Context: an optimization exercise on an open-source flow, tuned for small area and a short achievable clock period. The choices shown serve that exercise and are no tape-out recipe.
Where RTL was checked, it was by simulation tests only, not by an equivalence proof against the original.
Only the layout flow was run in runs 3 to 6; the RTL was not checked for function there.
In every run shown here, the design's own scripts or RTL, not TritonCTS, make the clock network.
No driver is modelled on the clock port, so clock power and skew are understated where the tree is cut down; a real chip needs a root buffer or a tree.
Power and IR drop assume default switching activity.

==> flow/design.v <==
module jtag_pdi_sniffer (
    input  wire       clk,
    input  wire       rst,         
    input  wire       smp_valid,   
    input  wire       tms,
    input  wire       tdi,
    input  wire       tdo,
    output wire       out_valid,
    output wire [7:0] out_data,
    output wire       pdi_err
);
    localparam [3:0] S_RESET      = 4'hF,
                     S_IDLE       = 4'hC,
                     S_SELECT_DR  = 4'h7,
                     S_CAPTURE_DR = 4'h6,
                     S_SHIFT_DR   = 4'h2,
                     S_EXIT1_DR   = 4'h1,
                     S_PAUSE_DR   = 4'h3,
                     S_EXIT2_DR   = 4'h0,
                     S_UPDATE_DR  = 4'h5,
                     S_SELECT_IR  = 4'h4,
                     S_CAPTURE_IR = 4'hE,
                     S_SHIFT_IR   = 4'hA,
                     S_EXIT1_IR   = 4'h9,
                     S_PAUSE_IR   = 4'hB,
                     S_EXIT2_IR   = 4'h8,
                     S_UPDATE_IR  = 4'hD;
    reg sv, st, si, so, rr;
    always @(posedge clk) begin
        sv <= smp_valid;
        st <= tms;
        si <= tdi;
        so <= tdo;
        rr <= rst;
    end
    reg [3:0]  tap;
    reg        ir_id;      
    reg        ir_pdi;     
    reg [3:0]  irs;
    reg [31:0] dri;
    reg [31:22] dro;
    reg        par_w;      
    reg        par_r;      
    reg [3:0] tap_next;
    always @(*) begin
        case (tap)
            S_RESET:      tap_next = st ? S_RESET     : S_IDLE;
            S_IDLE:       tap_next = st ? S_SELECT_DR : S_IDLE;
            S_SELECT_DR:  tap_next = st ? S_SELECT_IR : S_CAPTURE_DR;
            S_CAPTURE_DR: tap_next = st ? S_EXIT1_DR  : S_SHIFT_DR;
            S_SHIFT_DR:   tap_next = st ? S_EXIT1_DR  : S_SHIFT_DR;
            S_EXIT1_DR:   tap_next = st ? S_UPDATE_DR : S_PAUSE_DR;
            S_PAUSE_DR:   tap_next = st ? S_EXIT2_DR  : S_PAUSE_DR;
            S_EXIT2_DR:   tap_next = st ? S_UPDATE_DR : S_SHIFT_DR;
            S_UPDATE_DR:  tap_next = st ? S_SELECT_DR : S_IDLE;
            S_SELECT_IR:  tap_next = st ? S_RESET     : S_CAPTURE_IR;
            S_CAPTURE_IR: tap_next = st ? S_EXIT1_IR  : S_SHIFT_IR;
            S_SHIFT_IR:   tap_next = st ? S_EXIT1_IR  : S_SHIFT_IR;
            S_EXIT1_IR:   tap_next = st ? S_UPDATE_IR : S_PAUSE_IR;
            S_PAUSE_IR:   tap_next = st ? S_EXIT2_IR  : S_PAUSE_IR;
            S_EXIT2_IR:   tap_next = st ? S_UPDATE_IR : S_SHIFT_IR;
            S_UPDATE_IR:  tap_next = st ? S_SELECT_DR : S_IDLE;
            default:      tap_next = st ? S_SELECT_DR : S_IDLE;
        endcase
    end
    wire commit = sv && (tap == S_UPDATE_DR);
    wire iev    = commit && ir_id;     
    wire pcm    = commit && ir_pdi;    
    reg  pev;              
    always @(posedge clk) begin
        pev <= pcm;
        if (rr) begin
            tap    <= S_RESET;
            ir_id  <= 1'b1;
            ir_pdi <= 1'b0;
            irs    <= 4'h0;
            dri    <= 32'h0;
            dro    <= 10'h0;
            par_w  <= 1'b0;
            par_r  <= 1'b0;
        end else if (sv) begin
            case (tap)
                S_RESET: begin
                    ir_id  <= 1'b1;
                    ir_pdi <= 1'b0;
                end
                S_SHIFT_DR: begin
                    dri   <= {si, dri[31:1]};
                    dro   <= {so, dro[31:23]};
                    par_w <= par_w ^ dri[31] ^ dri[22];
                    par_r <= par_r ^ dro[31] ^ dro[22];
                end
                S_SHIFT_IR:  irs <= {si, irs[3:1]};
                S_UPDATE_IR: begin
                    ir_id  <= (irs == 4'h3);
                    ir_pdi <= (irs == 4'h7);
                end
                default: ;
            endcase
            tap <= tap_next;
        end
    end
    reg        idl;        
    reg        rd;         
    reg        big;        
    reg        lds;        
    reg        cap;        
    reg [1:0]  arg;        
    reg [2:0]  kc;         
    reg [23:0] acc;        
    localparam [1:0] P_NONE = 2'd0, P_DEC = 2'd1, P_LD = 2'd2, P_CLR = 2'd3;
    reg [31:0] rg;
    reg [1:0]  ph;
    reg [1:0]  pop;        
    reg        pa;         
    reg        bw;         
    wire       enz = |rg;  
    wire       bad = rd ? par_r : par_w;
    wire [7:0] b   = rd ? dro[29:22] : dri[29:22];
    wire       act = (pop != P_NONE) && (pa || ph == 2'd0);
    wire       bin = (ph == 2'd0) || bw;
    reg  [7:0] ldb;
    always @(*) begin
        case (ph)
            2'd0:    ldb = dri[29:22];
            2'd1:    ldb = acc[7:0];
            2'd2:    ldb = acc[15:8];
            default: ldb = acc[23:16];
        endcase
    end
    reg  [7:0] nb;
    always @(*) begin
        if (!act)
            nb = rg[7:0];
        else case (pop)
            P_DEC:   nb = rg[7:0] - {7'd0, bin};
            P_LD:    nb = (ph <= arg) ? ldb : 8'd0;
            default: nb = 8'd0;
        endcase
    end
    always @(posedge clk) begin
        rg   <= {nb, rg[31:8]};
        ph   <= ph + 2'd1;
        bw   <= bin && (rg[7:0] == 8'd0);
        pa   <= act && ph != 2'd3;
        if (act && ph == 2'd3)
            pop <= P_NONE;
        if (rr) begin
            idl <= 1'b1;
            rd  <= 1'b0;
            big <= 1'b0;
            lds <= 1'b0;
            cap <= 1'b0;
            pop <= P_CLR;
            pa  <= 1'b0;
        end else if (pev) begin
            if (bad) begin
                idl <= 1'b1;
                rd  <= 1'b0;
                big <= 1'b0;
                lds <= 1'b0;
                cap <= 1'b0;
                if (big) pop <= P_CLR;
            end else if (idl) begin
                case (b[7:4])
                    4'h0: begin idl <= 1'b0; lds <= 1'b1; end   
                    4'h1: begin idl <= 1'b0; rd <= 1'b1; big <= 1'b1; end  
                    4'h2: begin idl <= 1'b0; end  
                    4'h3: begin idl <= 1'b0; big <= 1'b1; end  
                    4'h4: begin idl <= 1'b0; rd <= 1'b1; end  
                    4'h5: begin idl <= 1'b0; cap <= 1'b1; end  
                    4'h6: begin idl <= 1'b0; end  
                    4'h7: begin idl <= 1'b0; end  
                    4'hF: ;                                    
                    default: begin idl <= 1'b0; rd <= 1'b1; end  
                endcase
            end else begin
                if (kc != 3'd0) begin
                end else if (big && enz) begin
                    pop <= P_DEC;
                end else begin
                    if (cap) begin
                        pop <= P_LD;
                        cap <= 1'b0;
                    end
                    if (lds) begin
                        rd  <= 1'b1;
                        lds <= 1'b0;
                    end else begin
                        idl <= 1'b1;
                        rd  <= 1'b0;
                        big <= 1'b0;
                    end
                end
            end
        end
    end
    reg [2:0] kc_cmd;
    always @(*) begin
        case (b[7:4])
            4'h0:    kc_cmd = {1'b0, b[3:2]};                            
            4'h2:    kc_cmd = {1'b0, b[3:2]} + {1'b0, b[1:0]} + 3'd1;    
            4'h1, 4'h3, 4'h5:
                     kc_cmd = {1'b0, b[1:0]};                            
            4'h7:    kc_cmd = 3'd7;                                      
            default: kc_cmd = 3'd0;
        endcase
    end
    always @(posedge clk) begin
        if (pev && !bad) begin
            if (idl) begin
                arg <= b[1:0];
                kc  <= kc_cmd;
            end else if (kc != 3'd0) begin
                kc <= kc - 3'd1;
                if (cap) acc <= {acc[15:0], b};
            end else begin
                kc <= {1'b0, arg};
            end
        end
    end
    wire pdi_byte = pcm && !bad && !idl;
    reg       e3, e2, e1, e0;    
    reg       ep;                
    reg       ov;
    reg       perr;
    reg [7:0] od;
    always @(posedge clk) begin
        if (rr) begin
            e3 <= 1'b0; e2 <= 1'b0; e1 <= 1'b0; e0 <= 1'b0;
            ep <= 1'b0;
        end else begin
            e3 <= iev;
            e2 <= e3;
            e1 <= e2;
            e0 <= e1;
            ep <= pdi_byte;
        end
        ov   <= !rst && !rr && (iev || e3 || e2 || e1 || e0 || pdi_byte || ep);
        perr <= !rst && !rr && pev && bad;
        od <= ({8{iev}}      & 8'h10)
            | ({8{pdi_byte}} & 8'h11)
            | ({8{e3}}       & dri[31:24])
            | ({8{e2}}       & dri[23:16])
            | ({8{e1}}       & dri[15:8])
            | ({8{e0}}       & dri[7:0])
            | ({8{ep}}       & b);
    end
    assign out_valid = ov;
    assign out_data  = od;
    assign pdi_err   = perr;
endmodule
==> flow/flow/run.sh <==
#!/bin/bash
# Standard ORFS layout, except that the clock tree is built by flow/pre_cts.tcl
# (a flat tree of four clock buffers) instead of TritonCTS.
set -euo pipefail
W=$(pwd)
export PRE_CTS_TCL="$W/flow/pre_cts.tcl"
bash standard.sh finish > "$W/orfs_flow.log" 2>&1
==> flow/flow/mcts.tcl <==
proc mcts_split {items idx parts} {
  set s [lsort -integer -index $idx $items]
  set n [llength $s]
  set per [expr {double($n) / $parts}]
  set out {}
  for {set k 0} {$k < $parts} {incr k} {
    lappend out [lrange $s [expr {int(round($k * $per))}] [expr {int(round(($k + 1) * $per)) - 1}]]
  }
  return $out
}

proc mcts_centre {items} {
  set sx 0; set sy 0
  foreach s $items { set sx [expr {$sx + [lindex $s 1]}]; set sy [expr {$sy + [lindex $s 2]}] }
  return [list [expr {int($sx / [llength $items])}] [expr {int($sy / [llength $items])}]]
}

proc mcts_buffer {name master x y innet outnet} {
  set block [ord::get_db_block]
  set m [[ord::get_db] findMaster $master]
  set inst [odb::dbInst_create $block $m $name]
  $inst setLocation $x $y
  $inst setPlacementStatus PLACED
  [$inst findITerm A] connect $innet
  [$inst findITerm [expr {[string match "*inv*" $master] ? "Y" : "X"}]] connect $outnet
  return $inst
}

proc manual_cts {cols rows leaf {top ""}} {
  set block [ord::get_db_block]
  set clknet [$block findNet clk]
  set sinks {}
  foreach it [$clknet getITerms] {
    set bb [[$it getInst] getBBox]
    lappend sinks [list $it [expr {([$bb xMin] + [$bb xMax]) / 2}] [expr {([$bb yMin] + [$bb yMax]) / 2}]]
  }
  set groups {}
  foreach col [mcts_split $sinks 1 $cols] {
    foreach g [mcts_split $col 2 $rows] { lappend groups $g }
  }
  set nl [llength $groups]
  if {$top eq ""} {
    set tops [list]
    for {set i 0} {$i < $nl} {incr i} { lappend tops [list $i] }
  } else {
    # groups are column-major; consecutive groups are neighbours
    set per [expr {$nl / 4}]
    set tops [list]
    for {set t 0} {$t < 4} {incr t} {
      set l {}
      for {set j 0} {$j < $per} {incr j} { lappend l [expr {$t * $per + $j}] }
      lappend tops $l
    }
  }
  set t 0
  foreach tl $tops {
    if {$top eq ""} {
      set drvnet $clknet
    } else {
      set drvnet [odb::dbNet_create $block "mclknet_t$t"]
      $drvnet setSigType CLOCK
      set pts {}
      foreach i $tl { lappend pts [concat [list x] [mcts_centre [lindex $groups $i]]] }
      set c [mcts_centre $pts]
      mcts_buffer "mclkbuf_t$t" $top [lindex $c 0] [lindex $c 1] $clknet $drvnet
    }
    foreach i $tl {
      set g [lindex $groups $i]
      set net [odb::dbNet_create $block "mclknet_$i"]
      $net setSigType CLOCK
      foreach s $g { set it [lindex $s 0]; $it disconnect; $it connect $net }
      set c [mcts_centre $g]
      mcts_buffer "mclkbuf_$i" $leaf [lindex $c 0] [lindex $c 1] $drvnet $net
    }
    incr t
  }
  puts "manual_cts: [llength $sinks] sinks, $nl leaf buffers ($leaf), top buffers: [expr {$top eq "" ? 0 : 4}] ($top)"
}
==> flow/flow/pre_cts.tcl <==
# Replace TritonCTS with a small balanced clock tree: the clock port drives
# four inverters, each driving two leaf inverters, each driving the registers
# of one region (see mcts.tcl).  Two inversions: the registers see clk.
source [file join [file dirname [info script]] mcts.tcl]
manual_cts 4 2 sky130_fd_sc_hd__inv_8 sky130_fd_sc_hd__inv_4
# cts.tcl next clones clock inverters next to each register; the tree is
# already complete, so that step is skipped too.
rename repair_clock_inverters orig_repair_clock_inverters
proc repair_clock_inverters {args} {
  puts "repair_clock_inverters: skipped, the manual clock tree is complete"
}
rename clock_tree_synthesis orig_clock_tree_synthesis
proc clock_tree_synthesis {args} {
  puts "clock_tree_synthesis: replaced by the manual clock tree"
  set_propagated_clock [all_clocks]
}
==> flow/standard.sh <==
#!/bin/bash
# synth_recipe.tcl (not shown) runs the flow's synth.tcl, then flattens the netlist and writes it again
# the make line also repeats each setting of config.mk as NAME=value (left out here)
make -C /OpenROAD-flow-scripts/flow DESIGN_CONFIG=/design/flow/config.mk WORK_HOME=/design/flow/orfs CLKGATE_MAP_FILE= SYNTH_SCRIPT=/design/flow/synth_recipe.tcl "${@:-finish}"
==> flow/config.mk <==
export PLATFORM = sky130hd
export DESIGN_NAME = jtag_pdi_sniffer
export DESIGN_NICKNAME = jtag_pdi_sniffer
export VERILOG_FILES = /design/flow/design.v
export SDC_FILE = /design/flow/constraint.sdc
export NUM_CORES = 4
export LEC_CHECK = 0
export CAP_MARGIN = 20
export CORE_MARGIN = 2
export CORE_UTILIZATION = 72
export PLACE_DENSITY = 0.8
export SETUP_SLACK_MARGIN = 4.65
export SLEW_MARGIN = 20
==> flow/constraint.sdc <==
create_clock -name core_clock -period 6.5 [get_ports {clk}]
set_input_delay 1.3000 -clock core_clock [delete_from_list [all_inputs] [get_ports {clk}]]
set_output_delay 1.3000 -clock core_clock [all_outputs]
set_load 0.01 [all_outputs]
==> results_dict.tcl, run 1 <==
set metrics [dict create \
    timing.final.hold_violations 0 \
    drive_above_1_share_pct 16.9 \
    mappedNetlistNets 626 \
    r2r_setup_slack_ns 4.51 \
    maxSlewViolCount 0 \
    internal_power_mw 1.00 \
    max_slew_margin_pct 54.6 \
    max_cap_viol_count 0 \
    max_freq_ghz 0.503 \
    ff_latch_area_sq_mm 0.00326 \
    synth_area_sq_mm 0.00578 \
    ioPinCount 16 \
    placedCellCount 691 \
    area_leader_netlist "sky130_fd_sc_hd__dfxtp_1" \
    power.share.combinational_pct 2.3 \
    result_of_the_run "complete, no violations" \
    critical_path.endpoint_type "flop" \
    globalRouteOverflowTotal 0 \
    final-instance-count-excl-fill 718 \
    post-place-ws_ns 4.08 \
    power_mw 1.35 \
    max_stage_delay_ns 0.61 \
    grt_usage_pct 28.8 \
    antenna_found_initial 1 \
    area_growth_pct 11.1 \
    floorplan.core_area_sq_mm 0.00777 \
    layout.nets 639 \
    critPathSlowestCell "sky130_fd_sc_hd__fa_1" \
    globalplace.congestion 0.927 \
    largest_cells_by_area_after_synthesis "sky130_fd_sc_hd__dfxtp_1, sky130_fd_sc_hd__edfxtp_1, sky130_fd_sc_hd__nand2_1, sky130_fd_sc_hd__a21oi_1, sky130_fd_sc_hd__ha_1" \
    drt_pass1_iterations 5 \
    postSynthAreaPerCell_sq_um 9.56 \
    power.density_cell_area_mw_per_mm2 210 \
    antenna_violating_nets_post_route 0 \
    critPathMaxFanout 5 \
    drcViolationCount 0 \
    violation_count_after_the_first_detailed_routing_iteration 500 \
    switching_share_pct 25.4 \
    leakage_power_nw 2.33 \
    synth-main-ff-cell "sky130_fd_sc_hd__dfxtp_1" \
    die-height_um 93.6 \
    synth_largest_type_area_fraction_pct 40.9 \
    grt_setup_unrepaired "true" \
    critical_path_arrival_ns 1.88 \
    layout_setup_ws_ns 4.51 \
    drt-wirelength-per-cell_um 18.2 \
    power.share.clock_pct 27.4 \
    rows 32 \
    design.die.area_sq_mm 0.00875 \
    worstHoldPathType "reg -> reg" \
    die_width_um 93.6 \
    grt_start_max_net_pins 47 \
    dp_hpwl_um 8440 \
    final.min_clock_period_ns 1.99 \
    timing.final.setup_violations 0 \
    initial_core_util_pct 74.4 \
    totalNegativeSetupSlack_ns 0 \
    port-buffer-count 15 \
    min_period_over_period_pct 30.6 \
    first_global_vias 4233 \
    cp.required_ns 6.39 \
    critical_path_class "reg -> reg" \
    ir_drop_v 0.000211 \
    timing_worst_slew_pin_value_ns 0.681 \
    synthArstFlopShare_pct 0 \
    fin_skew_ns 0.0159 \
    start_kind "flop" \
    num_vias 4602 \
    cp_cell_sequence "mux2i_1 -> fa_1 -> nand2_1 -> a31oi_1 -> o22ai_1" \
    final.hold.worst_slack_ns 0.352 \
    post_synth_num_cell_types 55 \
    grt_first_pass_wirelength_um 20400 \
    synth_cells 604 \
    p_sw_mw 0.342 \
    seq_power_share_pct 70.3 \
    synth-seq-cells 147 \
    detail_route.wirelength_um 13100 \
    part_of_the_yosys_area_used_for_sequential_elements_pct 56.0 \
    multiInputGateArea_sq_mm 0.00259 \
    cts.clk_slew.worst_paths_ns 0.09 \
    post_drt_via_cell_ratio 6.41 \
    yosysWarnings 1 \
    synth_edf_count 29 \
    clock_latency_at_the_later_pin_of_the_worst_skew_pair_ns 0.15 \
    final.fill_count 457 \
]
-- metal layers --
| metal | up-vias | GRT usage [%] | routed length [um] | share of wire, % |
|---|---|---|---|---|
| li1 | 2159 | - | - | - |
| met1 | 2148 | 39.2 | 5350 | 41 |
| met2 | 235 | 48.7 | 6130 | 47 |
| met3 | 60 | 2.10 | 916 | 7.0 |
| met4 | 0 | 11.0 | 685 | 5.2 |
| met5 | - | 0 | 0 | 0 |
-- final timing paths --
kind / start / to / cells past startpoint
min: rg[21] / rg[13] / 0
max reg2reg: dri[23] / kc[1] / 5
min reg2reg: rg[21] / rg[13] / 0
max: dri[23] / kc[1] / 5
-- power by group through the flow --
stage	clock (mW)	combinational, mW	sequential, mW
CTS	0.366	0.0302	0.946
detailed placement	0	0.0300	0.968
global route	0.396	0.0356	0.948
global placement	0	0.0287	0.967
finish	0.368	0.0315	0.947
floorplan	0	0.0277	0.960
-- through the flow --
step	area, sq um	utilization, %
2_1_floorplan	5820	-
3_3_place_gp	5980	77.0
3_5_place_dp	5980	77.0
4_1_cts	6200	79.8
5_1_grt	6420	82.6
6_report	6420	82.6
-- state kept, by name, summed over array words and instances (netlist names), 2 cells and up --
signal	flops
dri	32
rg	32
acc	24
dro	10
od	8
irs	4
tap	4
kc	3
arg	2
ph	2
pop	2
-- synthesized netlist by cell type, types with 10 or more instances --
cell / instances
sky130_fd_sc_hd__nor2_1: 31
sky130_fd_sc_hd__o21ai_0: 29
sky130_fd_sc_hd__nand2_1: 127
sky130_fd_sc_hd__mux2i_1: 12
sky130_fd_sc_hd__nand3_1: 10
sky130_fd_sc_hd__inv_1: 20
sky130_fd_sc_hd__a22oi_1: 18
sky130_fd_sc_hd__a21oi_1: 63
sky130_fd_sc_hd__clkbuf_1: 31
sky130_fd_sc_hd__dfxtp_1: 118
sky130_fd_sc_hd__ha_1: 15
sky130_fd_sc_hd__edfxtp_1: 29
-- layout make-up --
type                       count  share of cell area (%)
multi-input combinational    405                    40.3
timing repair buffer          31                    3.82
sequential                   147                    50.8
inverter                      32                    3.00
tap                          102                    1.99
antenna                        1                  0.0390
-- cells in the final DEF, fill, tap and decap left out, types with 5 or more instances in the layout --
cell                       netlist  routed
sky130_fd_sc_hd__inv_1          20      17
sky130_fd_sc_hd__a22oi_1        18      18
sky130_fd_sc_hd__inv_8           0       8
sky130_fd_sc_hd__dfxtp_2         0       6
sky130_fd_sc_hd__a31oi_1         5       5
sky130_fd_sc_hd__a222oi_1        8       8
sky130_fd_sc_hd__edfxtp_1       29      29
sky130_fd_sc_hd__dfxtp_4         0       6
sky130_fd_sc_hd__buf_2           1       9
sky130_fd_sc_hd__nand3_1        10      10
sky130_fd_sc_hd__inv_4           0       5
sky130_fd_sc_hd__a21oi_1        63      60
sky130_fd_sc_hd__mux2i_1        12       7
sky130_fd_sc_hd__ha_1           15      10
sky130_fd_sc_hd__dfxtp_1       118     106
sky130_fd_sc_hd__o21ai_1         0       5
sky130_fd_sc_hd__buf_4           1      14
sky130_fd_sc_hd__nor2b_1         9       6
sky130_fd_sc_hd__nor2_1         31      28
sky130_fd_sc_hd__nand2_1       127     124
sky130_fd_sc_hd__nand4_1         5       5
sky130_fd_sc_hd__o21ai_0        29      23
-- worst max-delay path, delay by kind of cell (launching register included) --
family          cells  cell delay [ns]
fa+ha+maj           1             0.61
compound gates      2             0.36
mux                 1             0.22
flops               1             0.48
simple gates        1             0.06
-- logic make-up (layout without fill, tap and decap cells) --
group	count (synthesis)	after routing	synth area share, %
flops	147	147	56.0
fa+ha+maj	16	16	3.60
buf+inv	53	63	3.53
other cells	0	1	0
mux	15	15	2.71
compound gates	152	152	16.7
simple gates	218	219	17.0
xor+xnor	3	3	0.455
-- timing repair --
item                       in CTS  in global routing
hold buffers                    0                  0
cloned                          1                  0
setup endpoints to repair      55                 45
pin swaps                       5                 16
gates resized for setup        73                 42
buffers inserted                6                  7
==> run 2: changes to the inputs <==
--- a/flow/config.mk
+++ b/flow/config.mk
@@ -9,5 +9,5 @@
 export CORE_MARGIN = 2
 export CORE_UTILIZATION = 72
 export PLACE_DENSITY = 0.8
-export SETUP_SLACK_MARGIN = 4.65
+export SETUP_SLACK_MARGIN = 4.6
 export SLEW_MARGIN = 20
==> run 2 against run 1 <==
Net effect:
- synthesized cell count unchanged
- flip-flop and latch count unchanged
- register-to-register slack about the same
- setup slack better by 0.0065 ns
- sequential share of layout area up 0.90 points
- critical path type unchanged
- largest power group unchanged
- highest routed layer unchanged
==> results_dict.tcl, run 2 <==
set metrics [dict create \
    result_of_the_run "complete, no violations" \
    r2r_setup_slack_ns 4.52 \
    drt-wirelength-per-cell_um 17.5 \
    antenna_violating_nets_post_route 0 \
    synth-main-ff-cell "sky130_fd_sc_hd__dfxtp_1" \
    cp.required_ns 6.39 \
    min_period_over_period_pct 30.5 \
    dp_hpwl_um 8440 \
    cts.clk_slew.worst_paths_ns 0.09 \
    critical_path_class "reg -> reg" \
    synth_area_sq_mm 0.00578 \
    power_mw 1.34 \
    final.fill_count 468 \
    yosysWarnings 1 \
    area_growth_pct 8.86 \
    grt_start_max_net_pins 47 \
    grt_setup_unrepaired "true" \
    max_freq_ghz 0.505 \
    synth_edf_count 29 \
    placedCellCount 691 \
    synth_cells 604 \
    num_vias 4544 \
    initial_core_util_pct 74.4 \
    drcViolationCount 0 \
    grt_usage_pct 28.7 \
    final.min_clock_period_ns 1.98 \
    min_to "rg[13]" \
    first_global_vias 4204 \
    port-buffer-count 15 \
    final-instance-count-excl-fill 713 \
    worstHoldPathType "reg -> reg" \
    maxSlewViolCount 0 \
    layout.nets 635 \
    min_delay_path_depth 0 \
    area_leader_netlist "sky130_fd_sc_hd__dfxtp_1" \
    multiInputGateArea_sq_mm 0.00251 \
    clock_latency_at_the_later_pin_of_the_worst_skew_pair_ns 0.16 \
    post_synth_num_cell_types 55 \
    mostFrequentLayoutCells "sky130_fd_sc_hd__nand2_1, sky130_fd_sc_hd__dfxtp_1, sky130_fd_sc_hd__a21oi_1" \
    grt_first_pass_wirelength_um 20300 \
    antenna_cells_inserted 0 \
    design.die.area_sq_mm 0.00875 \
    mappedNetlistNets 626 \
    ir_drop_v 0.000211 \
    synthArstFlopShare_pct 0 \
    ff_latch_area_sq_mm 0.00325 \
    launch_point_of_the_worst_reg_to_reg_path "rd" \
    post-route-cell-area_sq_mm 0.00629 \
    max_cap_viol_count 0 \
    critical_path.endpoint_type "flop" \
    critical_path.reg2reg.endpoint "kc[1]" \
    totalNegativeSetupSlack_ns 0 \
    reg2regPathDepth 6 \
    die-height_um 93.6 \
    drt_pass1_iterations 7 \
    critical_path_arrival_ns 1.87 \
    timing.final.hold_violations 0 \
    netlist_top_cells_count "sky130_fd_sc_hd__nand2_1, sky130_fd_sc_hd__dfxtp_1, sky130_fd_sc_hd__a21oi_1, sky130_fd_sc_hd__clkbuf_1, sky130_fd_sc_hd__nor2_1" \
    largest_cells_by_area_after_synthesis "sky130_fd_sc_hd__dfxtp_1, sky130_fd_sc_hd__edfxtp_1, sky130_fd_sc_hd__nand2_1, sky130_fd_sc_hd__a21oi_1, sky130_fd_sc_hd__ha_1" \
    synth-seq-cells 147 \
    detail_route.wirelength_um 12500 \
    antenna_found_initial 0 \
    post_drt_via_cell_ratio 6.37 \
    part_of_the_yosys_area_used_for_sequential_elements_pct 56.0 \
    max_slew_margin_pct 56.5 \
    critPathMaxFanout 8 \
    holdCritStartpoint "rg[21]" \
    layout.cells.most_common "sky130_fd_sc_hd__nand2_1" \
    post-place-ws_ns 4.08 \
    post-synth-top-count-cell "sky130_fd_sc_hd__nand2_1" \
    start_kind "flop" \
    drive_above_1_share_pct 13.9 \
    timing.final.setup_violations 0 \
    cts-hold-fix-buffers 0 \
    floorplan.core_area_sq_mm 0.00777 \
    cell_area_reported_after_detailed_placement_sq_mm 0.00598 \
    leakage_power_nw 2.30 \
    power.density_cell_area_mw_per_mm2 214 \
    synth_largest_type_area_fraction_pct 40.9 \
    postSynthAreaPerCell_sq_um 9.56 \
    globalplace.congestion 0.927 \
    violation_count_after_the_first_detailed_routing_iteration 428 \
    die_width_um 93.6 \
    globalRouteOverflowTotal 0 \
    ioPinCount 16 \
    timing_worst_slew_pin_value_ns 0.653 \
    rows 32 \
    layout_setup_ws_ns 4.52 \
    fin_skew_ns 0.0183 \
    fin_util_pct 80.9 \
    reg_top3 "dri (32), rg (32), acc (24)" \
    final.hold.worst_slack_ns 0.350 \
]
==> run 2: cell counts after synthesis <==
Identical to the previous run, type by type.
==> run 2: cell families after synthesis <==
group | after synthesis | share of synthesized area, %
mux | 15 | 2.71
buf+inv | 53 | 3.53
xor+xnor | 3 | 0.455
compound gates | 152 | 16.7
simple gates | 218 | 17.0
flops | 147 | 56.0
fa+ha+maj | 16 | 3.60
==> run 2: repair_timing <==
item / in CTS / in global routing
buffers inserted: 5 / 4
gates cloned: 1 / 0
pin swaps: 6 / 9
resized for setup: 62 / 31
endpoints found under the setup margin: 54 / 34
endpoints found under the hold margin: 0 / 0
==> run 2: report_power, final <==
group	total (mW)	switching [mW]	internal [mW]
clock network	0.365	0.307	0.0583
registers	0.947	0.0148	0.932
logic	0.0313	0.0164	0.0149
total	1.34	0.338	1.01
==> run 2: critical path: stages, from the launching register on <==
cell,delay (ns)
sky130_fd_sc_hd__dfxtp_4,0.43
sky130_fd_sc_hd__mux2i_1,0.16
sky130_fd_sc_hd__ha_1,0.25
sky130_fd_sc_hd__fa_1,0.51
sky130_fd_sc_hd__nand2_1,0.07
sky130_fd_sc_hd__a31oi_1,0.20
sky130_fd_sc_hd__o22ai_1,0.09
==> run 2: final cells by class <==
class / instances / area share, %
Inverter: 32 / 3.06
Multi-Input combinational cell: 405 / 39.9
Sequential cell: 147 / 51.7
Tap cell: 102 / 2.03
Timing Repair Buffer: 27 / 3.28
==> run 2: worst max-delay path by stage <==
stage | startpoint | endpoint | slack, ns | depth (start not counted)
after detailed placement | rd | acc[11] | 4.08 | 3
after floorplan | ph[0] | rg[30] | 4.49 | 9
after CTS | ph[0] | rg[31] | 4.55 | 10
final | rd | kc[1] | 4.52 | 6
after global placement | rd | acc[18] | 4.12 | 3
after global routing | rd | kc[1] | 4.45 | 6
==> run 2: routing by layer <==
metal	up-vias	wire length (um)	global-route usage, %
met2	202	5880	48.4
met1	2148	5360	39.0
met4	0	565	10.7
met5	-	0	0
li1	2150	-	-
met3	44	656	2.10
==> run 3: changes to the inputs <==
--- a/flow/design.v
+++ b/flow/design.v
@@ -113,12 +113,11 @@
     reg [1:0]  ph;
     reg [1:0]  pop;        
     reg        pa;         
-    reg        bw;         
+    reg        bin;        
     wire       enz = |rg;  
     wire       bad = rd ? par_r : par_w;
     wire [7:0] b   = rd ? dro[29:22] : dri[29:22];
     wire       act = (pop != P_NONE) && (pa || ph == 2'd0);
-    wire       bin = (ph == 2'd0) || bw;
     reg  [7:0] ldb;
     always @(*) begin
         case (ph)
@@ -133,7 +132,10 @@
         if (!act)
             nb = rg[7:0];
         else case (pop)
-            P_DEC:   nb = rg[7:0] - {7'd0, bin};
+            P_DEC:   nb = rg[7:0] ^ {bin && rg[6:0] == 7'd0, bin && rg[5:0] == 6'd0,
+                                         bin && rg[4:0] == 5'd0, bin && rg[3:0] == 4'd0,
+                                         bin && rg[2:0] == 3'd0, bin && rg[1:0] == 2'd0,
+                                         bin && !rg[0], bin};
             P_LD:    nb = (ph <= arg) ? ldb : 8'd0;
             default: nb = 8'd0;
         endcase
@@ -141,7 +143,7 @@
     always @(posedge clk) begin
         rg   <= {nb, rg[31:8]};
         ph   <= ph + 2'd1;
-        bw   <= bin && (rg[7:0] == 8'd0);
+        bin  <= (ph == 2'd3) || (bin && rg[7:0] == 8'd0);
         pa   <= act && ph != 2'd3;
         if (act && ph == 2'd3)
             pop <= P_NONE;
@@ -199,7 +201,15 @@
     always @(*) begin
         case (b[7:4])
             4'h0:    kc_cmd = {1'b0, b[3:2]};                            
-            4'h2:    kc_cmd = {1'b0, b[3:2]} + {1'b0, b[1:0]} + 3'd1;    
+            4'h2:    case (b[3:0])                                       
+                         4'h0:                      kc_cmd = 3'd1;     
+                         4'h1, 4'h4:                kc_cmd = 3'd2;
+                         4'h2, 4'h5, 4'h8:          kc_cmd = 3'd3;
+                         4'h3, 4'h6, 4'h9, 4'hC:    kc_cmd = 3'd4;
+                         4'h7, 4'hA, 4'hD:          kc_cmd = 3'd5;
+                         4'hB, 4'hE:                kc_cmd = 3'd6;
+                         default:                   kc_cmd = 3'd7;
+                     endcase
             4'h1, 4'h3, 4'h5:
                      kc_cmd = {1'b0, b[1:0]};                            
             4'h7:    kc_cmd = 3'd7;                                      
--- a/flow/flow/mcts.tcl
+++ b/flow/flow/mcts.tcl
@@ -22,7 +22,7 @@
   $inst setLocation $x $y
   $inst setPlacementStatus PLACED
   [$inst findITerm A] connect $innet
-  [$inst findITerm [expr {[string match "*inv*" $master] ? "Y" : "X"}]] connect $outnet
+  [$inst findITerm X] connect $outnet
   return $inst
 }
 
==> flow/flow/pre_cts.tcl (replaced) <==
# Replace TritonCTS with a small balanced clock tree: the clock port drives
# four buffers, each driving two leaf buffers, each driving the registers of
# one region (see mcts.tcl).
source [file join [file dirname [info script]] mcts.tcl]
manual_cts 4 2 sky130_fd_sc_hd__buf_12 sky130_fd_sc_hd__buf_8
rename clock_tree_synthesis orig_clock_tree_synthesis
proc clock_tree_synthesis {args} {
  puts "clock_tree_synthesis: replaced by the manual clock tree"
  set_propagated_clock [all_clocks]
}
--- a/flow/config.mk
+++ b/flow/config.mk
@@ -7,7 +7,7 @@
 export LEC_CHECK = 0
 export CAP_MARGIN = 20
 export CORE_MARGIN = 2
-export CORE_UTILIZATION = 72
-export PLACE_DENSITY = 0.8
+export CORE_UTILIZATION = 65
+export PLACE_DENSITY = 0.75
 export SETUP_SLACK_MARGIN = 4.6
 export SLEW_MARGIN = 20
==> run 3 against run 2 <==
Net effect:
- clock power rose by 47%
- core utilization shrank 5.7 points
- highest routed layer unchanged
- combinational power is 4% lower
- still clean on timing, DRC and antenna
- die area rose by 11%
- critical endpoint is now out_data[6]
- largest cell class unchanged
- cell count is 4.5% higher
==> results_dict.tcl, run 3 <==
set metrics [dict create \
    result_of_the_run "complete, no violations" \
    max_cap_viol_count 0 \
    timing_worst_slew_pin_value_ns 0.734 \
    rows 34 \
    grt_setup_unrepaired "true" \
    critPathSlowestCell "sky130_fd_sc_hd__dfxtp_1" \
    synth_area_sq_mm 0.00581 \
    critical_path_arrival_ns 0.67 \
    drive_above_1_share_pct 14.0 \
    cp_cell_sequence "buf_2" \
    layout_setup_ws_ns 4.53 \
    violation_count_after_the_first_detailed_routing_iteration 344 \
    design.die.area_sq_mm 0.00971 \
    leakage_power_nw 2.36 \
    antenna_cells_inserted 0 \
    totalNegativeSetupSlack_ns 0 \
    fin_skew_ns 0.0112 \
    synth_cells 616 \
    globalRouteOverflowTotal 0 \
    power.density_cell_area_mw_per_mm2 231 \
    dp_hpwl_um 8540 \
    critPathBufInv 1 \
    layout.nets 660 \
    post-place-ws_ns 4.06 \
    port-buffer-count 15 \
    max_stage_delay_ns 0.31 \
    clock_latency_at_the_later_pin_of_the_worst_skew_pair_ns 0.24 \
    layout.cells.most_common "sky130_fd_sc_hd__nand2_1" \
    synth-seq-cells 147 \
    post-route-cell-area_sq_mm 0.00653 \
    grt_usage_pct 25.8 \
    final.min_clock_period_ns 1.97 \
    ioPinCount 16 \
    timing.final.setup_violations 0 \
    antenna_violating_nets_post_route 0 \
    final.fill_count 636 \
    area_growth_pct 12.5 \
    synthArstFlopShare_pct 0 \
    start_kind "flop" \
    cell_area_reported_after_detailed_placement_sq_mm 0.00603 \
    first_global_vias 4271 \
    ir_drop_v 0.000202 \
    multiInputGateArea_sq_mm 0.00253 \
    combinational_family_with_the_most_area_after_synthesis "simple AND/OR/NAND/NOR gates" \
    mappedNetlistNets 637 \
    power_mw 1.51 \
    mostFrequentLayoutCells "sky130_fd_sc_hd__nand2_1, sky130_fd_sc_hd__dfxtp_1, sky130_fd_sc_hd__a21oi_1" \
    synth_largest_type_area_fraction_pct 40.7 \
    critical_path.endpoint_type "primary output" \
    synth-adder-area-share_pct 3.23 \
    area_leader_netlist "sky130_fd_sc_hd__dfxtp_1" \
    post_drt_via_cell_ratio 6.06 \
    yosysWarnings 1 \
    postSynthAreaPerCell_sq_um 9.43 \
    drcViolationCount 0 \
    drt-wirelength-per-cell_um 17.0 \
    post_synth_num_cell_types 52 \
    detail_route.wirelength_um 12600 \
    netlist_top_cells_count "sky130_fd_sc_hd__nand2_1, sky130_fd_sc_hd__dfxtp_1, sky130_fd_sc_hd__a21oi_1, sky130_fd_sc_hd__o21ai_0, sky130_fd_sc_hd__edfxtp_1" \
    globalplace.congestion 0.902 \
    die-height_um 98.5 \
    synth.mux.area_fraction_pct 2.65 \
    min_period_over_period_pct 30.3 \
    post-synth-top-count-cell "sky130_fd_sc_hd__nand2_1" \
    synth_xor_area_share_pct 0.452 \
    grt_start_max_net_pins 70 \
    max_freq_ghz 0.508 \
    timing.final.hold_violations 0 \
    grt_first_pass_wirelength_um 20900 \
    crit_path_leading_delay_family "flip-flops" \
    reg_top3 "dri (32), rg (32), acc (24)" \
    num_vias 4516 \
    placedCellCount 709 \
    fin_util_pct 75.2 \
    synth_compound_area_share_pct 16.7 \
    floorplan.core_area_sq_mm 0.00868 \
    cp.required_ns 5.20 \
    maxSlewViolCount 0 \
    fraction_of_the_mapped_netlist_area_in_simple_logic_gates_pct 17.9 \
    critical_path_class "reg -> out" \
    ff_latch_area_sq_mm 0.00324 \
    initial_core_util_pct 66.9 \
    antenna_found_initial 0 \
    cts.clk_slew.worst_paths_ns 0.08 \
    final-instance-count-excl-fill 745 \
    worstHoldPathType "reg -> reg" \
    synth_edf_count 29 \
    critPathMaxFanout 1 \
    final.hold.worst_slack_ns 0.346 \
    drt_pass1_iterations 7 \
    die_width_um 98.5 \
    synth-main-ff-cell "sky130_fd_sc_hd__dfxtp_1" \
    part_of_the_yosys_area_used_for_sequential_elements_pct 55.7 \
    max_slew_margin_pct 51.1 \
    largest_cells_by_area_after_synthesis "sky130_fd_sc_hd__dfxtp_1, sky130_fd_sc_hd__edfxtp_1, sky130_fd_sc_hd__nand2_1, sky130_fd_sc_hd__a21oi_1, sky130_fd_sc_hd__ha_1" \
]
## run 3: cell types whose count changed after synthesis, sizes merged, moves of 4 or more
cell,before,now
a31oi,5,0
nand2,128,135
nand3,10,18
nor3,5,11
nand2b,3,7
mux2i,13,8
nor2,32,27
## run 3: final timing paths
| check | from | to | slack, ns | depth (start not counted) |
|---|---|---|---|---|
| worst max-delay path | od[6] | out_data[6] | 4.53 | 1 |
| worst min-delay path | rg[16] | rg[8] | 0.35 | 0 |
| worst max register to register | rd | kc[0] | 4.63 | 7 |
| worst min register to register | rg[16] | rg[8] | 0.35 | 0 |
## run 3: routing by layer
| layer | global-route usage, % | vias to the layer above | part of all wire (%) |
|---|---|---|---|
| met5 | 0 | - | 0 |
| met3 | 2.13 | 28 | 4.6 |
| met4 | 7.90 | 0 | 3.3 |
| li1 | - | 2215 | - |
| met1 | 35.6 | 2120 | 43 |
| met2 | 43.7 | 153 | 49 |
## run 3: power by group
group / switching (mW) / internal (mW)
logic: 0.0175 / 0.0125
registers: 0.00900 / 0.932
clock network: 0.274 / 0.263
total: 0.301 / 1.21
## run 3: final cells by class
type / count / area share (%)
inverter: 17 / 0.977
multi-input combinational: 420 / 38.7
tap: 108 / 2.07
sequential: 147 / 49.7
timing repair buffer: 41 / 5.17
buffer: 12 / 3.37
## run 3: worst register-to-register path, cell delays in order (launching register included)
cell and delay (ns):
sky130_fd_sc_hd__dfxtp_4 0.42, sky130_fd_sc_hd__buf_6 0.15, sky130_fd_sc_hd__mux2i_4 0.25, sky130_fd_sc_hd__inv_2 0.10, sky130_fd_sc_hd__or4_1 0.51, sky130_fd_sc_hd__nand2_1 0.09, sky130_fd_sc_hd__a221oi_1 0.07, sky130_fd_sc_hd__o22ai_1 0.13
## run 3: cell families (layout without fill, tap and decap cells)
family / after synthesis / after routing
AND/OR/NAND/NOR: 234 / 235
AO/OA/AOI/OAI: 155 / 155
flip-flops: 147 / 147
buffers and inverters: 50 / 70
adder cells (fa/ha/maj): 15 / 15
multiplexers: 12 / 12
XOR/XNOR: 3 / 3
## run 3: timing repair
action,in CTS,in global routing
setup buffers,9,14
setup endpoints to repair,48,49
endpoints found under the hold margin,0,0
hold buffers,0,0
resized for setup,52,33
pin swaps,2,3
cloned,1,0
==> run 4: changes to the inputs <==
==> flow/flow/pre_cts.tcl (replaced) <==
# Replace TritonCTS with a small balanced clock tree: the clock port drives
# four buffers, each driving two leaf buffers, each driving the registers of
# one region (see mcts.tcl).
source [file join [file dirname [info script]] mcts.tcl]
manual_cts 4 2 sky130_fd_sc_hd__buf_8 sky130_fd_sc_hd__buf_8
rename clock_tree_synthesis orig_clock_tree_synthesis
proc clock_tree_synthesis {args} {
  puts "clock_tree_synthesis: replaced by the manual clock tree"
  set_propagated_clock [all_clocks]
}
--- a/flow/config.mk
+++ b/flow/config.mk
@@ -9,5 +9,5 @@
 export CORE_MARGIN = 2
 export CORE_UTILIZATION = 65
 export PLACE_DENSITY = 0.75
-export SETUP_SLACK_MARGIN = 4.6
+export SETUP_SLACK_MARGIN = 4.55
 export SLEW_MARGIN = 20
==> run 4 against run 3 <==
Net effect:
- first-iteration DRC count decreased by 13%
- synthesized area unchanged
- flip-flop and latch count stayed put
- cell count decreased by 1.6%
- clock power shrank 14%
- global-route usage shrank 0.32 points
- critical path depth is the same
- sequential power is essentially flat
- clock skew grew 0.011 ns
- highest routed layer unchanged
==> results_dict.tcl, run 4 <==
set metrics [dict create \
    post_drt_via_cell_ratio 6.04 \
    max_stage_delay_ns 0.33 \
    initial_core_util_pct 66.9 \
    area_growth_pct 9.46 \
    crit_path_leading_delay_family "flip-flops" \
    synth.mux.area_fraction_pct 2.65 \
    drive_above_1_share_pct 11.4 \
    holdCritStartpoint "rg[18]" \
    timing.final.hold_violations 0 \
    layout.cells.most_common "sky130_fd_sc_hd__nand2_1" \
    synth-seq-cells 147 \
    grt_setup_unrepaired "true" \
    critical_path.endpoint_type "primary output" \
    part_of_the_yosys_area_used_for_sequential_elements_pct 55.7 \
    synth_compound_area_share_pct 16.7 \
    die_width_um 98.5 \
    synthArstFlopShare_pct 0 \
    final-instance-count-excl-fill 733 \
    drt-wirelength-per-cell_um 16.9 \
    switching_share_pct 19.9 \
    mostFrequentLayoutCells "sky130_fd_sc_hd__nand2_1, sky130_fd_sc_hd__dfxtp_1, sky130_fd_sc_hd__a21oi_1" \
    reg2regPathDepth 6 \
    ioPinCount 16 \
    fin_util_pct 73.2 \
    netlist_top_cells_count "sky130_fd_sc_hd__nand2_1, sky130_fd_sc_hd__dfxtp_1, sky130_fd_sc_hd__a21oi_1, sky130_fd_sc_hd__o21ai_0, sky130_fd_sc_hd__edfxtp_1" \
    critPathBufInv 1 \
    post_synth_num_cell_types 52 \
    ir_drop_v 0.000190 \
    detail_route.wirelength_um 12400 \
    fraction_of_the_mapped_netlist_area_in_simple_logic_gates_pct 17.9 \
    leakage_power_nw 2.26 \
    start_kind "flop" \
    synth_area_sq_mm 0.00581 \
    min_to "rg[10]" \
    totalNegativeSetupSlack_ns 0 \
    dp_hpwl_um 8470 \
    cp_cell_sequence "buf_6" \
    cp.required_ns 5.20 \
    max_cap_viol_count 0 \
    power.share.combinational_pct 2.1 \
    fin_skew_ns 0.0224 \
    cts-hold-fix-buffers 0 \
    mappedNetlistNets 637 \
    num_vias 4425 \
    grt_start_max_net_pins 70 \
    critical_path.reg2reg.endpoint "acc[22]" \
    timing_worst_slew_pin_value_ns 0.700 \
    synth-main-ff-cell "sky130_fd_sc_hd__dfxtp_1" \
    rows 34 \
    seq_power_share_pct 65.5 \
    synth_xor_area_share_pct 0.452 \
    drcViolationCount 0 \
    min_period_over_period_pct 30.3 \
    critPathSlowestCell "sky130_fd_sc_hd__dfxtp_2" \
    p_sw_mw 0.286 \
    placedCellCount 709 \
    cts.clk_slew.worst_paths_ns 0.10 \
    critical_path_arrival_ns 0.67 \
    max_freq_ghz 0.507 \
    final.min_clock_period_ns 1.97 \
    launch_point_of_the_worst_reg_to_reg_path "rd" \
    critPathMaxFanout 1 \
    internal_power_mw 1.15 \
    postSynthAreaPerCell_sq_um 9.43 \
    power.share.clock_pct 32.4 \
    layout_setup_ws_ns 4.53 \
    antenna_found_initial 0 \
    post-place-ws_ns 4.08 \
    synth_largest_type_area_fraction_pct 40.7 \
    port-buffer-count 15 \
    worstHoldPathType "reg -> reg" \
    power_mw 1.43 \
    layout.nets 648 \
    clock_latency_at_the_later_pin_of_the_worst_skew_pair_ns 0.25 \
    min_delay_path_depth 0 \
    antenna_violating_nets_post_route 0 \
    antenna_cells_inserted 0 \
    power.density_cell_area_mw_per_mm2 226 \
    max_slew_margin_pct 53.3 \
    drt_pass1_iterations 5 \
    timing.final.setup_violations 0 \
    die-height_um 98.5 \
    post-synth-top-count-cell "sky130_fd_sc_hd__nand2_1" \
    synth_cells 616 \
    r2r_setup_slack_ns 4.58 \
    largest_cells_by_area_after_synthesis "sky130_fd_sc_hd__dfxtp_1, sky130_fd_sc_hd__edfxtp_1, sky130_fd_sc_hd__nand2_1, sky130_fd_sc_hd__a21oi_1, sky130_fd_sc_hd__ha_1" \
    globalRouteOverflowTotal 0 \
    result_of_the_run "complete, no violations" \
    grt_usage_pct 25.5 \
    reg_top3 "dri (32), rg (32), acc (24)" \
    first_global_vias 4188 \
    area_leader_netlist "sky130_fd_sc_hd__dfxtp_1" \
    combinational_family_with_the_most_area_after_synthesis "simple AND/OR/NAND/NOR gates" \
    synth_edf_count 29 \
    maxSlewViolCount 0 \
    synth-adder-area-share_pct 3.23 \
    design.die.area_sq_mm 0.00971 \
    grt_first_pass_wirelength_um 20500 \
    globalplace.congestion 0.842 \
    critical_path_class "reg -> out" \
    yosysWarnings 1 \
    violation_count_after_the_first_detailed_routing_iteration 298 \
    floorplan.core_area_sq_mm 0.00868 \
]
-- run 4: power by group through the flow --
| stage | Sequential [mW] | Combinational [mW] | Clock, mW |
|---|---|---|---|
| 2_1_floorplan | 0.956 | 0.0253 | 0 |
| 3_3_place_gp | 0.960 | 0.0290 | 0 |
| 3_5_place_dp | 0.960 | 0.0297 | 0 |
| 4_1_cts | 0.940 | 0.0297 | 0.477 |
| 5_1_grt | 0.941 | 0.0334 | 0.503 |
| 6_report | 0.940 | 0.0296 | 0.465 |
-- run 4: cells by family after synthesis --
| group | after synthesis |
|---|---|
| AND/OR/NAND/NOR | 234 |
| AO/OA/AOI/OAI | 155 |
| flip-flops | 147 |
| buffers and inverters | 50 |
| adder cells (fa/ha/maj) | 15 |
| multiplexers | 12 |
| XOR/XNOR | 3 |
-- run 4: worst max path at each step --
stage / start / endpoint / slack [ns] / cells after the start
floorplan: rd / acc[0] / 4.53 / 4
global placement: rd / acc[18] / 4.14 / 4
detailed placement: rd / acc[20] / 4.08 / 4
CTS: ov / out_valid / 4.52 / 1
global route: rd / acc[23] / 4.47 / 6
finish: od[1] / out_data[1] / 4.53 / 1
-- run 4: stage by stage --
stage               hold slack (ns)  instance area, sq um
CTS                           0.344                  6230
finish                        0.336                  6360
detailed placement            0.336                  6020
global placement              0.333                  6020
floorplan                     0.331                  5840
global route                  0.355                  6360
-- run 4: area by class of cell --
class	instances	area [sq um]
timing repair buffer	29	253
inverter	17	63.8
fill	668	2320
multi-input combinational	420	2480
buffer	12	180
tap	108	135
sequential	147	3250
-- run 4: worst register-to-register path, stage by stage, from the launching register on --
cell	delay, ns
sky130_fd_sc_hd__dfxtp_4	0.42
sky130_fd_sc_hd__buf_4	0.14
sky130_fd_sc_hd__mux2i_4	0.30
sky130_fd_sc_hd__nor2b_4	0.25
sky130_fd_sc_hd__nand2_2	0.14
sky130_fd_sc_hd__nor3_4	0.23
sky130_fd_sc_hd__buf_12	0.16
-- run 4: repair_timing --
| item | 4_1_cts | 5_1_grt |
|---|---|---|
| buffers inserted | 3 | 8 |
| resized for setup | 52 | 17 |
| pin swaps | 1 | 2 |
| gates cloned | 1 | 0 |
| endpoints found under the setup margin | 46 | 37 |
| endpoints found under the hold margin | 0 | 0 |
-- run 4: layer usage --
metal | vias to the layer above | global-route usage (%) | part of all wire, %
li1 | 2190 | - | -
met1 | 2068 | 34.9 | 43
met2 | 137 | 43.3 | 48
met3 | 30 | 1.63 | 4.7
met4 | 0 | 8.96 | 4.3
met5 | - | 0 | 0
==> run 5: changes to the inputs <==
--- a/flow/config.mk
+++ b/flow/config.mk
@@ -7,7 +7,7 @@
 export LEC_CHECK = 0
 export CAP_MARGIN = 20
 export CORE_MARGIN = 2
-export CORE_UTILIZATION = 65
-export PLACE_DENSITY = 0.75
-export SETUP_SLACK_MARGIN = 4.55
+export CORE_UTILIZATION = 72
+export PLACE_DENSITY = 0.8
+export SETUP_SLACK_MARGIN = 4.5
 export SLEW_MARGIN = 20
==> run 5 against run 4 <==
Net effect:
- first-iteration DRC count increased by 40%
- sequential power about the same
- largest power group unchanged
- via count increased by 5.6%
==> results_dict.tcl, run 5 <==
set metrics [dict create \
    critPathSlowestCell "sky130_fd_sc_hd__dfxtp_1" \
    critPathMaxFanout 1 \
    holdCritStartpoint "rg[19]" \
    min_to "rg[11]" \
    rows 32 \
    post-place-ws_ns 4.06 \
    critical_path_class "reg -> out" \
    cp.required_ns 5.20 \
    netlist_top_cells_count "sky130_fd_sc_hd__nand2_1, sky130_fd_sc_hd__dfxtp_1, sky130_fd_sc_hd__a21oi_1, sky130_fd_sc_hd__o21ai_0, sky130_fd_sc_hd__edfxtp_1" \
    layout.nets 645 \
    cts-hold-fix-buffers 0 \
    floorplan.core_area_sq_mm 0.00777 \
    maxSlewViolCount 0 \
    dp_hpwl_um 8690 \
    timing.final.hold_violations 0 \
    ff_latch_area_sq_mm 0.00325 \
    crit_path_leading_delay_family "flip-flops" \
    critical_path_arrival_ns 0.68 \
    synth_largest_type_area_fraction_pct 40.7 \
    mostFrequentLayoutCells "sky130_fd_sc_hd__nand2_1, sky130_fd_sc_hd__dfxtp_1, sky130_fd_sc_hd__a21oi_1" \
    drive_above_1_share_pct 10.8 \
    postSynthAreaPerCell_sq_um 9.43 \
    min_delay_path_depth 0 \
    synth_edf_count 29 \
    power.density_cell_area_mw_per_mm2 227 \
    synthArstFlopShare_pct 0 \
    mappedNetlistNets 637 \
    max_freq_ghz 0.504 \
    antenna_found_initial 0 \
    die-height_um 93.8 \
    die_width_um 93.8 \
    max_stage_delay_ns 0.32 \
    leakage_power_nw 2.25 \
    ioPinCount 16 \
    area_leader_netlist "sky130_fd_sc_hd__dfxtp_1" \
    area_growth_pct 9.22 \
    violation_count_after_the_first_detailed_routing_iteration 416 \
    launch_point_of_the_worst_reg_to_reg_path "rd" \
    layout_setup_ws_ns 4.52 \
    antenna_cells_inserted 0 \
    totalNegativeSetupSlack_ns 0 \
    globalRouteOverflowTotal 0 \
    drcViolationCount 0 \
    critical_path.endpoint_type "primary output" \
    synth-main-ff-cell "sky130_fd_sc_hd__dfxtp_1" \
    drt-wirelength-per-cell_um 18.3 \
    drt_pass1_iterations 8 \
    reg_top3 "dri (32), rg (32), acc (24)" \
    result_of_the_run "complete, no violations" \
    synth_cells 616 \
    max_slew_margin_pct 53.5 \
    part_of_the_yosys_area_used_for_sequential_elements_pct 55.7 \
    cts.clk_slew.worst_paths_ns 0.10 \
    yosysWarnings 1 \
    critical_path.reg2reg.endpoint "acc[15]" \
    initial_core_util_pct 74.8 \
    synth-seq-cells 147 \
    reg2regPathDepth 6 \
    detail_route.wirelength_um 13300 \
    power_mw 1.44 \
    largest_cells_by_area_after_synthesis "sky130_fd_sc_hd__dfxtp_1, sky130_fd_sc_hd__edfxtp_1, sky130_fd_sc_hd__nand2_1, sky130_fd_sc_hd__a21oi_1, sky130_fd_sc_hd__ha_1" \
    layout.cells.most_common "sky130_fd_sc_hd__nand2_1" \
    critPathBufInv 1 \
    fin_skew_ns 0.0310 \
    grt_first_pass_wirelength_um 21300 \
    final.fill_count 500 \
    first_global_vias 4411 \
    cp_cell_sequence "buf_2" \
    ir_drop_v 0.000235 \
    max_cap_viol_count 0 \
    r2r_setup_slack_ns 4.52 \
    globalplace.congestion 0.894 \
    worstHoldPathType "reg -> reg" \
    port-buffer-count 15 \
    timing.final.setup_violations 0 \
    clock_latency_at_the_later_pin_of_the_worst_skew_pair_ns 0.25 \
    post_synth_num_cell_types 52 \
    min_period_over_period_pct 30.5 \
    synth_area_sq_mm 0.00581 \
    post_drt_via_cell_ratio 6.45 \
    grt_usage_pct 29.9 \
    num_vias 4673 \
    grt_start_max_net_pins 70 \
    timing_worst_slew_pin_value_ns 0.698 \
    antenna_violating_nets_post_route 0 \
    grt_setup_unrepaired "true" \
    post-synth-top-count-cell "sky130_fd_sc_hd__nand2_1" \
    multiInputGateArea_sq_mm 0.00249 \
    start_kind "flop" \
    final.min_clock_period_ns 1.98 \
    design.die.area_sq_mm 0.00880 \
]
[run 5: timing repair]
action | in CTS | in global routing
gates resized for setup | 46 | 21
pin swaps | 2 | 4
setup buffers | 5 | 3
gates cloned | 1 | 0
setup endpoints to repair | 41 | 17
[run 5: routing by layer]
| layer | vias to the layer above | part of all wire, % | track usage (%) |
|---|---|---|---|
| met5 | - | 0 | 0 |
| met4 | 0 | 3.7 | 9.42 |
| met3 | 42 | 6.0 | 2.65 |
| met2 | 203 | 50 | 52.0 |
| met1 | 2232 | 40 | 39.9 |
| li1 | 2196 | - | - |
[run 5: cells by family after synthesis]
family	count (synthesis)	synth area share (%)
and+or+nand+nor	234	17.9
AOI/OAI and AO/OA	155	16.7
DFF	147	55.7
buffers and inverters	50	3.40
adders and majority gates	15	3.23
muxes	12	2.65
xor gates and xnor gates	3	0.453
[run 5: cell type report]
class,count,share of cell area [%]
flip-flops and latches,147,51.2
multi-input cells,420,39.2
repair buffers,26,3.73
plain buffers,12,2.84
well taps,102,2.01
inverters,17,1.01
[run 5: worst max path at each step]
stage,from,to,slack [ns],depth (start not counted)
2_1_floorplan,rd,acc[0],4.51,4
3_3_place_gp,rd,acc[18],4.13,4
3_5_place_dp,rd,acc[19],4.06,4
4_1_cts,od[0],out_data[0],4.50,1
5_1_grt,rd,kc[2],4.47,8
6_report,od[5],out_data[5],4.52,1
[run 5: metrics by stage]
step / util, % / instances / hold slack, ns / cell area (sq um)
3_3_place_gp: 77.4 / 703 / 0.335 / 6010
3_5_place_dp: 77.4 / 703 / 0.339 / 6010
4_1_cts: 80.5 / 721 / 0.337 / 6250
5_1_grt: 81.7 / 724 / 0.343 / 6340
6_report: 81.7 / 724 / 0.333 / 6340
2_1_floorplan: - / 616 / 0.331 / 5840
[run 5: where the power goes]
part           internal, mW  switching [mW]
sequential            0.931         0.00900
clock                 0.205           0.264
combinational        0.0124          0.0178
total                  1.15           0.291
==> run 6: changes to the inputs <==
--- a/flow/design.v
+++ b/flow/design.v
@@ -110,22 +110,20 @@
     reg [23:0] acc;        
     localparam [1:0] P_NONE = 2'd0, P_DEC = 2'd1, P_LD = 2'd2, P_CLR = 2'd3;
     reg [31:0] rg;
-    reg [1:0]  ph;
+    reg [3:0]  ph;
     reg [1:0]  pop;        
     reg        pa;         
     reg        bin;        
     wire       enz = |rg;  
     wire       bad = rd ? par_r : par_w;
     wire [7:0] b   = rd ? dro[29:22] : dri[29:22];
-    wire       act = (pop != P_NONE) && (pa || ph == 2'd0);
+    wire       act = (pop != P_NONE) && (pa || ph[0]);
     reg  [7:0] ldb;
     always @(*) begin
-        case (ph)
-            2'd0:    ldb = dri[29:22];
-            2'd1:    ldb = acc[7:0];
-            2'd2:    ldb = acc[15:8];
-            default: ldb = acc[23:16];
-        endcase
+        ldb = ({8{ph[0]}} & dri[29:22])
+            | ({8{ph[1] && arg != 2'd0}} & acc[7:0])
+            | ({8{ph[2] && arg[1]}}      & acc[15:8])
+            | ({8{ph[3] && arg == 2'd3}} & acc[23:16]);
     end
     reg  [7:0] nb;
     always @(*) begin
@@ -136,16 +134,16 @@
                                          bin && rg[4:0] == 5'd0, bin && rg[3:0] == 4'd0,
                                          bin && rg[2:0] == 3'd0, bin && rg[1:0] == 2'd0,
                                          bin && !rg[0], bin};
-            P_LD:    nb = (ph <= arg) ? ldb : 8'd0;
+            P_LD:    nb = ldb;
             default: nb = 8'd0;
         endcase
     end
     always @(posedge clk) begin
         rg   <= {nb, rg[31:8]};
-        ph   <= ph + 2'd1;
-        bin  <= (ph == 2'd3) || (bin && rg[7:0] == 8'd0);
-        pa   <= act && ph != 2'd3;
-        if (act && ph == 2'd3)
+        ph   <= rr ? 4'b0001 : {ph[2:0], ph[3]};
+        bin  <= ph[3] || (bin && rg[7:0] == 8'd0);
+        pa   <= act && !ph[3];
+        if (act && ph[3])
             pop <= P_NONE;
         if (rr) begin
             idl <= 1'b1;
--- a/flow/flow/mcts.tcl
+++ b/flow/flow/mcts.tcl
@@ -22,7 +22,7 @@
   $inst setLocation $x $y
   $inst setPlacementStatus PLACED
   [$inst findITerm A] connect $innet
-  [$inst findITerm X] connect $outnet
+  [$inst findITerm [expr {[string match "*inv*" $master] ? "Y" : "X"}]] connect $outnet
   return $inst
 }
 
==> flow/flow/pre_cts.tcl (replaced) <==
# Replace TritonCTS with a small balanced clock tree: the clock port drives
# four inverters, each driving two leaf inverters, each driving the registers
# of one region (see mcts.tcl).  Two inversions: the registers see clk.
source [file join [file dirname [info script]] mcts.tcl]
manual_cts 4 2 sky130_fd_sc_hd__inv_8 sky130_fd_sc_hd__inv_4
# cts.tcl next clones clock inverters next to each register; the tree is
# already complete, so that step is skipped too.
rename repair_clock_inverters orig_repair_clock_inverters
proc repair_clock_inverters {args} {
  puts "repair_clock_inverters: skipped, the manual clock tree is complete"
}
rename clock_tree_synthesis orig_clock_tree_synthesis
proc clock_tree_synthesis {args} {
  puts "clock_tree_synthesis: replaced by the manual clock tree"
  set_propagated_clock [all_clocks]
}
--- a/flow/config.mk
+++ b/flow/config.mk
@@ -9,5 +9,5 @@
 export CORE_MARGIN = 2
 export CORE_UTILIZATION = 72
 export PLACE_DENSITY = 0.8
-export SETUP_SLACK_MARGIN = 4.5
+export SETUP_SLACK_MARGIN = 4.6
 export SLEW_MARGIN = 20
==> run 6 against run 5 <==
Net effect:
- hold slack better by 0.012 ns
- setup slack better by 0.036 ns
- clock power down 22%
- combinational power rose to 2.9 times the previous value
- clock skew down 0.015 ns
- wire length up 4.0%
- critical path type is now reg -> reg
- largest cell class unchanged
==> results_dict.tcl, run 6 <==
set metrics [dict create \
    result_of_the_run "complete, no violations" \
    fin_util_pct 82.9 \
    die_width_um 93.9 \
    port-buffer-count 15 \
    mappedNetlistNets 630 \
    clock_latency_at_the_later_pin_of_the_worst_skew_pair_ns 0.15 \
    seq_power_share_pct 68.1 \
    max_cap_viol_count 0 \
    globalplace.congestion 0.908 \
    cts-hold-fix-buffers 0 \
    post_synth_num_cell_types 59 \
    cts.clk_slew.worst_paths_ns 0.09 \
    power.density_cell_area_mw_per_mm2 220 \
    critPathMaxFanout 5 \
    launch_point_of_the_worst_reg_to_reg_path "rd" \
    antenna_cells_inserted 0 \
    final.hold.worst_slack_ns 0.344 \
    synth_area_sq_mm 0.00582 \
    grt_start_max_net_pins 74 \
    drt-wirelength-per-cell_um 18.9 \
    reg2regPathDepth 8 \
    drcViolationCount 0 \
    synth-seq-cells 149 \
    start_kind "flop" \
    critical_path_class "reg -> reg" \
    drive_above_1_share_pct 13.8 \
    final.fill_count 434 \
    ff_latch_area_sq_mm 0.00329 \
    worstHoldPathType "reg -> reg" \
    die-height_um 93.9 \
    internal_power_mw 1.04 \
    synth_edf_count 29 \
    min_period_over_period_pct 30.0 \
    switching_share_pct 26.3 \
    yosysWarnings 1 \
    synth_cells 616 \
    critical_path.reg2reg.endpoint "kc[2]" \
    area_leader_netlist "sky130_fd_sc_hd__dfxtp_1" \
    power_mw 1.42 \
    part_of_the_yosys_area_used_for_sequential_elements_pct 56.2 \
    mostFrequentLayoutCells "sky130_fd_sc_hd__nand2_1, sky130_fd_sc_hd__dfxtp_1, sky130_fd_sc_hd__a21oi_1" \
    first_global_vias 4246 \
    power.share.combinational_pct 6.1 \
    synthArstFlopShare_pct 0 \
    dp_hpwl_um 8900 \
    initial_core_util_pct 74.9 \
    violation_count_after_the_first_detailed_routing_iteration 453 \
    timing_worst_slew_pin_value_ns 0.761 \
    leakage_power_nw 2.32 \
    largest_cells_by_area_after_synthesis "sky130_fd_sc_hd__dfxtp_1, sky130_fd_sc_hd__edfxtp_1, sky130_fd_sc_hd__nand2_1, sky130_fd_sc_hd__a21oi_1, sky130_fd_sc_hd__a22oi_1" \
    ioPinCount 16 \
    synth-main-ff-cell "sky130_fd_sc_hd__dfxtp_1" \
    timing.final.hold_violations 0 \
    reg_top3 "dri (32), rg (32), acc (24)" \
    synth_largest_type_area_fraction_pct 41.3 \
    timing.final.setup_violations 0 \
    post-route-cell-area_sq_mm 0.00644 \
    antenna_violating_nets_post_route 0 \
    r2r_setup_slack_ns 4.55 \
    fin_skew_ns 0.0157 \
    p_sw_mw 0.372 \
    holdCritStartpoint "rg[20]" \
    design.die.area_sq_mm 0.00882 \
    detail_route.wirelength_um 13800 \
    floorplan.core_area_sq_mm 0.00777 \
    cell_area_reported_after_detailed_placement_sq_mm 0.00601 \
    layout.nets 645 \
    rows 32 \
    min_delay_path_depth 0 \
    ir_drop_v 0.000193 \
    critical_path_arrival_ns 1.86 \
    num_vias 4710 \
    grt_first_pass_wirelength_um 20700 \
    grt_usage_pct 29.4 \
    post_drt_via_cell_ratio 6.44 \
    min_to "rg[12]" \
    postSynthAreaPerCell_sq_um 9.45 \
    post-synth-top-count-cell "sky130_fd_sc_hd__nand2_1" \
    power.share.clock_pct 25.8 \
    drt_pass1_iterations 5 \
    layout.cells.most_common "sky130_fd_sc_hd__nand2_1" \
    final.min_clock_period_ns 1.95 \
    antenna_found_initial 0 \
    grt_setup_unrepaired "true" \
    max_freq_ghz 0.513 \
    area_growth_pct 10.7 \
    globalRouteOverflowTotal 0 \
    max_slew_margin_pct 49.3 \
    critical_path.endpoint_type "flop" \
    multiInputGateArea_sq_mm 0.00253 \
    totalNegativeSetupSlack_ns 0 \
    maxSlewViolCount 0 \
    cp.required_ns 6.41 \
    netlist_top_cells_count "sky130_fd_sc_hd__nand2_1, sky130_fd_sc_hd__dfxtp_1, sky130_fd_sc_hd__a21oi_1, sky130_fd_sc_hd__edfxtp_1" \
]
## run 6: cell count changes after synthesis, sizes merged, moves of 3 or more
cell   delta
a22oi     +3
ha        -7
mux2i     +3
nand3     -3
o21ai     -7
## run 6: worst max-delay path by stage
stage | slack (ns) | endpoint | startpoint
4_1_cts | 4.57 | rd | rd
5_1_grt | 4.49 | kc[2] | rd
2_1_floorplan | 4.60 | kc[2] | rd
6_report | 4.55 | kc[2] | rd
3_3_place_gp | 4.15 | kc[2] | rd
3_5_place_dp | 4.11 | kc[2] | rd
## run 6: layer usage
layer / share of wire (%) / up-vias / global-route usage (%)
met5: 0 / - / 0
met4: 2.5 / 0 / 6.52
met3: 7.8 / 39 / 2.25
met2: 50 / 241 / 50.0
met1: 40 / 2221 / 41.5
li1: - / 2209 / -
## run 6: power by group through the flow
stage | sequential (mW) | clock (mW) | combinational [mW]
after floorplan | 0.977 | 0 | 0.0641
after global placement | 0.984 | 0 | 0.0735
after detailed placement | 0.985 | 0 | 0.0773
after CTS | 0.963 | 0.367 | 0.0784
after global routing | 0.966 | 0.398 | 0.0951
final | 0.964 | 0.365 | 0.0867
## run 6: critical path, stage by stage (launching register included)
cell and delay, ns:
sky130_fd_sc_hd__dfxtp_4 0.38, sky130_fd_sc_hd__buf_12 0.13, sky130_fd_sc_hd__mux2i_4 0.27, sky130_fd_sc_hd__inv_2 0.11, sky130_fd_sc_hd__ha_4 0.17, sky130_fd_sc_hd__mux2_4 0.26, sky130_fd_sc_hd__o21ai_2 0.13, sky130_fd_sc_hd__a21oi_1 0.08
sky130_fd_sc_hd__a21o_1 0.17
## run 6: cell type report
cell class | instances | share of cell area, %
well taps | 102 | 1.98
repair buffers | 34 | 4.97
multi-input cells | 418 | 39.3
inverters | 28 | 2.72
flip-flops and latches | 149 | 51.0
## run 6: stage by stage
step                      setup WS [ns]  cells
after CTS                          4.57    720
after global placement             4.15    702
after global routing               4.49    731
after floorplan                    4.60    616
after detailed placement           4.11    702
final                              4.55    731
## run 6: kinds of logic (layout without fill, tap and decap cells)
group / Yosys count / after routing / synth area share [%]
buf+inv: 50 / 62 / 3.55
simple gates: 240 / 241 / 18.5
flops: 149 / 149 / 56.2
compound gates: 150 / 150 / 16.3
mux: 16 / 16 / 3.27
fa+ha+maj: 8 / 8 / 1.72
xor+xnor: 3 / 3 / 0.452
## run 6: what timing repair did
item / in CTS / in global routing
buffers inserted: 6 / 10
pin swaps: 2 / 9
gates cloned: 0 / 1
resized for setup: 53 / 36
endpoints found under the setup margin: 48 / 47

re-timing with driven ports:
The flow's constraints put no driver on any port. The routed layouts listed below were extracted and timed again, unchanged, in two steps.
Step 1, drivers: a clkbuf_16 drives clk and a buf_2 each remaining input, both assumed.
Step 2 times the ports against the registers' clock, not the clock port: input delays grow and output delays shrink by t, the midpoint of the rising clock arrivals with the driver on.
a / b / c = no drivers / after step 1 / after step 2; a / b = the first two.
run | t (ns) | setup WS [ns] | hold WS [ns] | latest minus earliest clock arrival (ns)
run 1 | 0.234 | 4.511 / 4.511 / 4.511 | 0.352 / 0.352 / 0.352 | 0.018 / 0.018
run 2 | 0.231 | 4.518 / 4.518 / 4.518 | 0.350 / 0.350 / 0.350 | 0.021 / 0.022
run 3 | 0.302 | 4.532 / 4.461 / 4.368 | 0.346 / 0.346 / 0.346 | 0.012 / 0.012
run 4 | 0.306 | 4.528 / 4.459 / 4.366 | 0.336 / 0.336 / 0.336 | 0.025 / 0.024
run 5 | 0.307 | 4.516 / 4.441 / 4.304 | 0.333 / 0.333 / 0.333 | 0.031 / 0.031
run 6 | 0.226 | 4.551 / 4.521 / 4.551 | 0.344 / 0.344 / 0.344 | 0.021 / 0.021
After both steps setup and hold are still met in every run listed. For run 5, which loses most, drivers alone change the setup slack by -0.075 ns; drivers and shift together by -0.212 ns.
